This is an optimization exercise on Yosys and OpenROAD, whose aim is small area and a short achievable clock period, not a production implementation.
No activity file was given, so power comes from the tool's default toggle rates.

== the baseline ==
==> flow/design.v <==
module crc16_tab (
    input  wire [7:0]  x,
    output reg  [15:0] t
);
    integer k;
    always @(*) begin
        t = {x, 8'h00};
        for (k = 0; k < 8; k = k + 1)
            t = t[15] ? ((t << 1) ^ 16'h1021) : (t << 1);
    end
endmodule
module crc16_last (
    input  wire [15:0] c,
    input  wire [15:0] r,
    output wire [7:0]  d_want,
    output wire        c_ok
);
    wire [7:0] y = r[7:0];
    wire [7:0] v = {y[7] ^ y[2], y[6] ^ y[1], y[5] ^ y[0], y[4],
                    y[7] ^ y[3] ^ y[2], y[6] ^ y[2] ^ y[1], y[5] ^ y[1] ^ y[0],
                    y[4] ^ y[0]};
    wire [7:0] k = {y[3], y[2], y[1], y[7] ^ y[2] ^ y[0], y[6] ^ y[1],
                    y[5] ^ y[0], y[4], y[3]};
    assign d_want = c[15:8] ^ v;
    assign c_ok   = (c[7:0] == (r[15:8] ^ k));
endmodule
module dispatch_hnd (
    input  wire [7:0] opcode,
    output reg  [3:0] handler
);
    always @(*) begin
        case (opcode)
            8'h65:   handler = 4'd1;
            8'h10:   handler = 4'd2;
            8'h22:   handler = 4'd3;
            8'h31:   handler = 4'd4;
            8'h40:   handler = 4'd5;
            8'h50:   handler = 4'd6;
            8'h7A:   handler = 4'd7;
            8'h81:   handler = 4'd8;
            default: handler = 4'd0;
        endcase
    end
endmodule
module dispatch_resp (
    input  wire [3:0] handler,
    output reg  [7:0] resp_op
);
    always @(*) begin
        case (handler)
            4'd1:    resp_op = 8'h66;
            4'd2:    resp_op = 8'h11;
            4'd3:    resp_op = 8'h23;
            4'd4:    resp_op = 8'h32;
            4'd5:    resp_op = 8'h41;
            4'd6:    resp_op = 8'h51;
            4'd7:    resp_op = 8'h7B;
            4'd8:    resp_op = 8'h82;
            default: resp_op = 8'h00;
        endcase
    end
endmodule
module frame_rx #(
    parameter MAX_FRAME_LEN = 256
) (
    input  wire        clk,
    input  wire        rst,
    input  wire        start,
    input  wire [1:0]  cfg_fmt,       
    input  wire        cfg_srv,       
    input  wire [15:0] cfg_tmo,       
    input  wire [15:0] cfg_fixlen,    
    input  wire        rx_valid,
    input  wire [7:0]  rx_data,
    output wire        rx_ready,
    input  wire        tick,
    input  wire        fault,
    output wire        awaiting_body,
    output wire        res_valid,
    output wire [3:0]  res_code,
    output wire [3:0]  res_cause,
    output wire [7:0]  res_rxst,
    output wire [15:0] rx_count,
    output wire [15:0] rx_lenfield,
    output wire [15:0] target,
    output wire [15:0] idle_count,
    output wire [15:0] field_rcv,
    output wire [15:0] field_calc,
    output wire [1:0]  dcode,
    output wire [7:0]  handler,
    output wire [7:0]  resp_op,
    output wire [7:0]  req_op,
    output wire        disp_ok,
    output wire [7:0]  disp_handler
);
    localparam S_OK        = 4'd0;
    localparam S_DEVSTAT   = 4'd1;
    localparam S_TIMEOUT   = 4'd2;
    localparam S_INTEGRITY = 4'd3;
    localparam S_LENREJ    = 4'd4;
    localparam S_TFAULT    = 4'd5;
    localparam S_CMD_OP    = 4'd6;
    localparam S_CMD_LEN   = 4'd7;
    localparam S_NONE      = 4'd15;
    localparam DC_NONE    = 2'd0;
    localparam DC_OK      = 2'd1;
    localparam DC_UNKNOWN = 2'd2;
    localparam DC_BADLEN  = 2'd3;
    reg        active;       
    reg        fzb;          
    reg        ffix;         
    reg        dsp;          
    reg [15:0] tmo;          
    reg [15:0] acc;          
    reg [15:0] frcv;         
    reg        done;         
    reg        ge3;          
    reg        lastb;        
    reg        tmo_hit;      
    reg [7:0]  b0;
    reg [3:0]  hnd;          
    reg [7:0]  b5;
    reg [15:0] lf;           
    reg [3:0]  rs;           
    reg [7:0]  rxst;
    reg [8:0]  cnt;
    reg [8:0]  tgt;
    reg [15:0] idle;
    reg [1:0]  dc;
    wire rs_cmd = rs[2] & rs[1] & ~rs[3];
    wire rs_len = rs_cmd & rs[0];
    wire [7:0] rom_resp;
    dispatch_resp u_resp (.handler(hnd), .resp_op(rom_resp));
    assign rx_ready      = active;
    assign awaiting_body = active & ge3;
    assign res_valid     = ~active & ~rs[3];
    assign res_code      = {rs[3:1], rs[0] & ~rs_len};
    assign res_cause     = {2'b00, rs_len, rs_cmd};
    assign res_rxst      = rxst;
    assign rx_count      = {7'd0, cnt};
    assign rx_lenfield   = lf & {16{ge3}};
    assign target        = {7'd0, tgt};
    assign idle_count    = idle;
    assign field_rcv     = frcv & {16{done}};
    assign field_calc    = acc & {16{done}};
    assign dcode         = dc;
    assign handler       = {4'd0, hnd & {4{dc[0]}}};
    assign resp_op       = rom_resp & {8{dc[0]}};
    assign req_op        = b0 & {8{dc[0] | dc[1]}};
    assign disp_ok       = dc[0] & ~dc[1];
    assign disp_handler  = {4'd0, hnd & {4{dc[0] & ~dc[1]}}};
    wire [7:0] b = rx_data;
    wire i0 = (cnt == 9'd0);
    wire i1 = (cnt == 9'd1);
    wire i2 = (cnt == 9'd2);
    wire i3 = (cnt == 9'd3);
    wire i4 = (cnt == 9'd4);
    wire i5 = (cnt == 9'd5);
    wire [8:0] cnt1 = cnt + 9'd1;
    wire       last = lastb;
    wire [15:0] t_acc, t_b;
    crc16_tab u_ta (.x(acc[15:8]), .t(t_acc));
    crc16_tab u_tb (.x(b & {8{~(i3 | i4)}}), .t(t_b));
    wire [15:0] crc_next = {acc[7:0], 8'h00} ^ t_acc ^ t_b;
    wire [7:0] sum_next = acc[7:0] + b;
    wire [7:0] crc_want;
    wire       crc_ok;
    crc16_last u_last (.c(acc), .r(frcv), .d_want(crc_want), .c_ok(crc_ok));
    wire       valid = fzb ? (b == ~acc[7:0]) : ((b == crc_want) & crc_ok);
    wire [7:0] status = i5 ? b : b5;
    wire       st_ok  = fzb | (status == 8'h00);
    wire [7:0] b1 = lf[15:8];
    wire       b1_zero   = ~(|b1);
    wire       b1_one    = (b1 == 8'd1);
    wire       std_ok    = (b1_zero & (b >= 8'd6)) | (b1_one & ~(|b));
    wire       zb_ok     = b1_zero & (|b) & (b <= 8'd252);
    wire       len_bad   = fzb ? ~zb_ok : ~std_ok;
    wire [8:0] std_tgt   = {b1[0], b} & {9{std_ok}};
    wire [8:0] zb_tgt    = ({1'b0, b} + 9'd4) & {9{zb_ok}};
    wire [8:0] len_tgt   = fzb ? zb_tgt : std_tgt;
    reg in_range;
    always @(*) begin
        case (hnd)
            4'd1:    in_range = (tgt == 9'd7);
            4'd2:    in_range = (tgt == 9'd6);
            4'd3:    in_range = (tgt <= 9'd10);
            4'd4:    in_range = (tgt == 9'd8);
            4'd5:    in_range = 1'b1;
            4'd6:    in_range = (tgt >= 9'd10) & (tgt <= 9'd70);
            4'd7:    in_range = (tgt >= 9'd14) & (tgt <= 9'd22);
            default: in_range = 1'b0;
        endcase
    end
    wire [3:0] b_hnd;
    dispatch_hnd u_hnd (.opcode(b), .handler(b_hnd));
    wire [15:0] idle1   = idle + 16'd1;
    wire [15:0] tmo_in  = {cfg_tmo[15:1], cfg_tmo[0] | ~(|cfg_tmo[15:1])};
    wire fixlen_bad = (cfg_fixlen < 16'd6) || (cfg_fixlen > MAX_FRAME_LEN);
    always @(posedge clk) begin
        if (rst) begin
            active <= 1'b0;
            done   <= 1'b0;
            rs     <= S_NONE;
            rxst   <= 8'd0;
            cnt    <= 9'd0;
            tgt    <= 9'd0;
            idle   <= 16'd0;
            dc     <= DC_NONE;
            ge3    <= 1'b0;
        end else if (!active) begin
            if (start) begin
                if (cfg_fmt == 2'd3) begin
                    rs   <= S_CMD_OP;
                    rxst <= 8'd0;
                end else if (cfg_fmt == 2'd2 && fixlen_bad) begin
                    rs   <= S_CMD_LEN;
                    rxst <= 8'd0;
                end else begin
                    active <= 1'b1;
                    fzb    <= (cfg_fmt == 2'd1);
                    ffix   <= (cfg_fmt == 2'd2);
                    dsp    <= cfg_srv & (cfg_fmt != 2'd1);
                    tmo    <= tmo_in;
                    tmo_hit <= ~(|cfg_tmo[15:1]);
                    ge3    <= 1'b0;
                    lastb  <= 1'b0;
                    acc    <= (cfg_fmt == 2'd1) ? 16'h0000 : 16'hFFFF;
                    done   <= 1'b0;
                    cnt    <= 9'd0;
                    tgt    <= (cfg_fmt == 2'd2) ? cfg_fixlen[8:0] : 9'd0;
                    idle   <= 16'd0;
                    dc     <= DC_NONE;
                end
            end
        end else if (fault) begin
            active <= 1'b0;
            rs     <= S_TFAULT;
            rxst   <= 8'd0;
        end else if (rx_valid) begin
            cnt  <= cnt1;
            idle <= 16'd0;
            tmo_hit <= (tmo == 16'd1);
            if (i2) ge3 <= 1'b1;
            lastb <= (cnt + 9'd2 == tgt) & ~i2;
            if (i0) begin
                b0  <= b;
                hnd <= b_hnd;
            end
            if (i1) lf[15:8] <= b;
            if (i2) lf[7:0]  <= b;
            if (i3) frcv[15:8] <= b;
            if (i4) frcv[7:0]  <= b;
            if (i5) b5 <= b;
            if (!fzb)
                acc <= crc_next;
            else if (ge3)
                acc[7:0] <= sum_next;
            if (i2 && !ffix) begin
                if (len_bad) begin
                    active <= 1'b0;
                    rs     <= S_LENREJ;
                    rxst   <= 8'd0;
                end
                tgt <= len_tgt;
            end
            if (last) begin
                active <= 1'b0;
                done   <= 1'b1;
                if (fzb) begin
                    frcv <= {8'h00, b};
                    acc  <= {8'h00, ~acc[7:0]};
                end
                if (!valid) begin
                    rs   <= S_INTEGRITY;
                    rxst <= 8'd0;
                end else if (st_ok) begin
                    rs   <= S_OK;
                    rxst <= 8'd0;
                end else begin
                    rs   <= S_DEVSTAT;
                    rxst <= status;
                end
                if (valid && dsp)
                    dc <= (hnd == 4'd0) ? DC_UNKNOWN : in_range ? DC_OK : DC_BADLEN;
            end
        end else if (tick) begin
            if (tmo_hit) begin
                active <= 1'b0;
                rs     <= S_TIMEOUT;
                rxst   <= 8'd0;
            end else begin
                idle <= idle1;
                tmo_hit <= (idle1 + 16'd1 == tmo);
            end
        end
    end
endmodule
export LEC_CHECK = 0
export ABC_CLOCK_PERIOD_IN_PS = 3000
export CAP_MARGIN = 20
export CORE_MARGIN = 2
export CORE_UTILIZATION = 40
export SETUP_SLACK_MARGIN = 3.0
export SLEW_MARGIN = 20
create_clock -name core_clock -period 6.0 [get_ports {clk}]
standard.sh (not shown) runs the stock make flow with config.mk's settings and CLKGATE_MAP_FILE= SYNTH_SCRIPT=/design/flow/synth_recipe.tcl, a recipe that flattens the netlist after the stock synthesis.
==> flow/flow/run.sh <==
#!/bin/bash
# Standard layout, with the port buffers made of plain buf cells instead of
# the delay buffers buffer_ports picks by default. Every port still gets one.
set -euo pipefail
export BUFFER_PORTS_ARGS="-buffer_cell sky130_fd_sc_hd__buf_2"
bash standard.sh > flow_make.log 2>&1
### the baseline -> the candidate
--- a/flow/design.v
+++ b/flow/design.v
@@ -162,22 +162,20 @@
     crc16_tab u_ta (.x(acc[15:8]), .t(t_acc));
     crc16_tab u_tb (.x(b & {8{~(i3 | i4)}}), .t(t_b));
     wire [15:0] crc_next = {acc[7:0], 8'h00} ^ t_acc ^ t_b;
-    wire [7:0] sum_next = acc[7:0] + b;
+    wire [7:0] sum_next = acc[7:0] + acc[15:8];
     wire [7:0] crc_want;
     wire       crc_ok;
     crc16_last u_last (.c(acc), .r(frcv), .d_want(crc_want), .c_ok(crc_ok));
-    wire       valid = fzb ? (b == ~acc[7:0]) : ((b == crc_want) & crc_ok);
+    wire       valid = fzb ? (b == ~sum_next) : ((b == crc_want) & crc_ok);
     wire [7:0] status = i5 ? b : b5;
     wire       st_ok  = fzb | (status == 8'h00);
     wire [7:0] b1 = lf[15:8];
-    wire       b1_zero   = ~(|b1);
-    wire       b1_one    = (b1 == 8'd1);
-    wire       std_ok    = (b1_zero & (b >= 8'd6)) | (b1_one & ~(|b));
-    wire       zb_ok     = b1_zero & (|b) & (b <= 8'd252);
-    wire       len_bad   = fzb ? ~zb_ok : ~std_ok;
-    wire [8:0] std_tgt   = {b1[0], b} & {9{std_ok}};
-    wire [8:0] zb_tgt    = ({1'b0, b} + 9'd4) & {9{zb_ok}};
-    wire [8:0] len_tgt   = fzb ? zb_tgt : std_tgt;
+    wire       len_gt256 = (|b1[7:1]) | (b1[0] & (|b));
+    wire       len_lt6   = ~(|b1) & (b < 8'd6);
+    wire       len_gt252 = (|b1) | (b > 8'd252);
+    wire       len_zero  = ~(|b1) & ~(|b);
+    wire       len_bad   = fzb ? (len_zero | len_gt252) : (len_lt6 | len_gt256);
+    wire [8:0] len_tgt   = fzb ? ({1'b0, b} + 9'd4) : {b1[0], b};
     reg in_range;
     always @(*) begin
         case (hnd)
@@ -254,21 +252,22 @@
             if (!fzb)
                 acc <= crc_next;
             else if (ge3)
-                acc[7:0] <= sum_next;
+                acc <= {b, sum_next};
             if (i2 && !ffix) begin
                 if (len_bad) begin
                     active <= 1'b0;
                     rs     <= S_LENREJ;
                     rxst   <= 8'd0;
-                end
-                tgt <= len_tgt;
+                end else begin
+                    tgt <= len_tgt;
+                end
             end
             if (last) begin
                 active <= 1'b0;
                 done   <= 1'b1;
                 if (fzb) begin
                     frcv <= {8'h00, b};
-                    acc  <= {8'h00, ~acc[7:0]};
+                    acc  <= {8'h00, ~sum_next};
                 end
                 if (!valid) begin
                     rs   <= S_INTEGRITY;
Notes after the runs:
Relative to the baseline, smallest setup slack after layout decreased by 0.21 ns in the candidate.
Comparing the candidate and the baseline, count of inserted antenna diode cells is higher on the baseline.
| overall power after layout | lower: the baseline |
Summary of the comparison: buffer count from post-CTS setup fixing is higher in the candidate, relative to the baseline.
Via count ends up higher on the candidate.
No run of this note included a check of the RTL's function; only the layout flow was run.

-- static timing again, ports no longer ideal --
In the flow no input, the clock included, has a driving cell. The finished layouts below were timed again as built, in two steps. Step 1, drivers: a clkbuf_16 drives clk and a buf_2 each remaining input, both assumed. Step 2, shift: input delay + t, output delay - t, t = (earliest + latest rising clock arrival at the registers) / 2. This alone moves slack from input paths to output paths. Three values: ideal, step 1, step 2; two values: the first two.
run	t (ns)	setup WS [ns]	hold WS [ns]
the baseline	0.482	2.897 / 2.914 / 2.432	0.519 / 0.519 / 0.519
the candidate	0.479	2.689 / 2.705 / 2.226	0.492 / 0.492 / 0.492
After both steps setup and hold are still met in every run listed. The setup slack of the baseline, which loses most, moves by +0.017 ns with the drivers and by -0.465 ns with both steps.
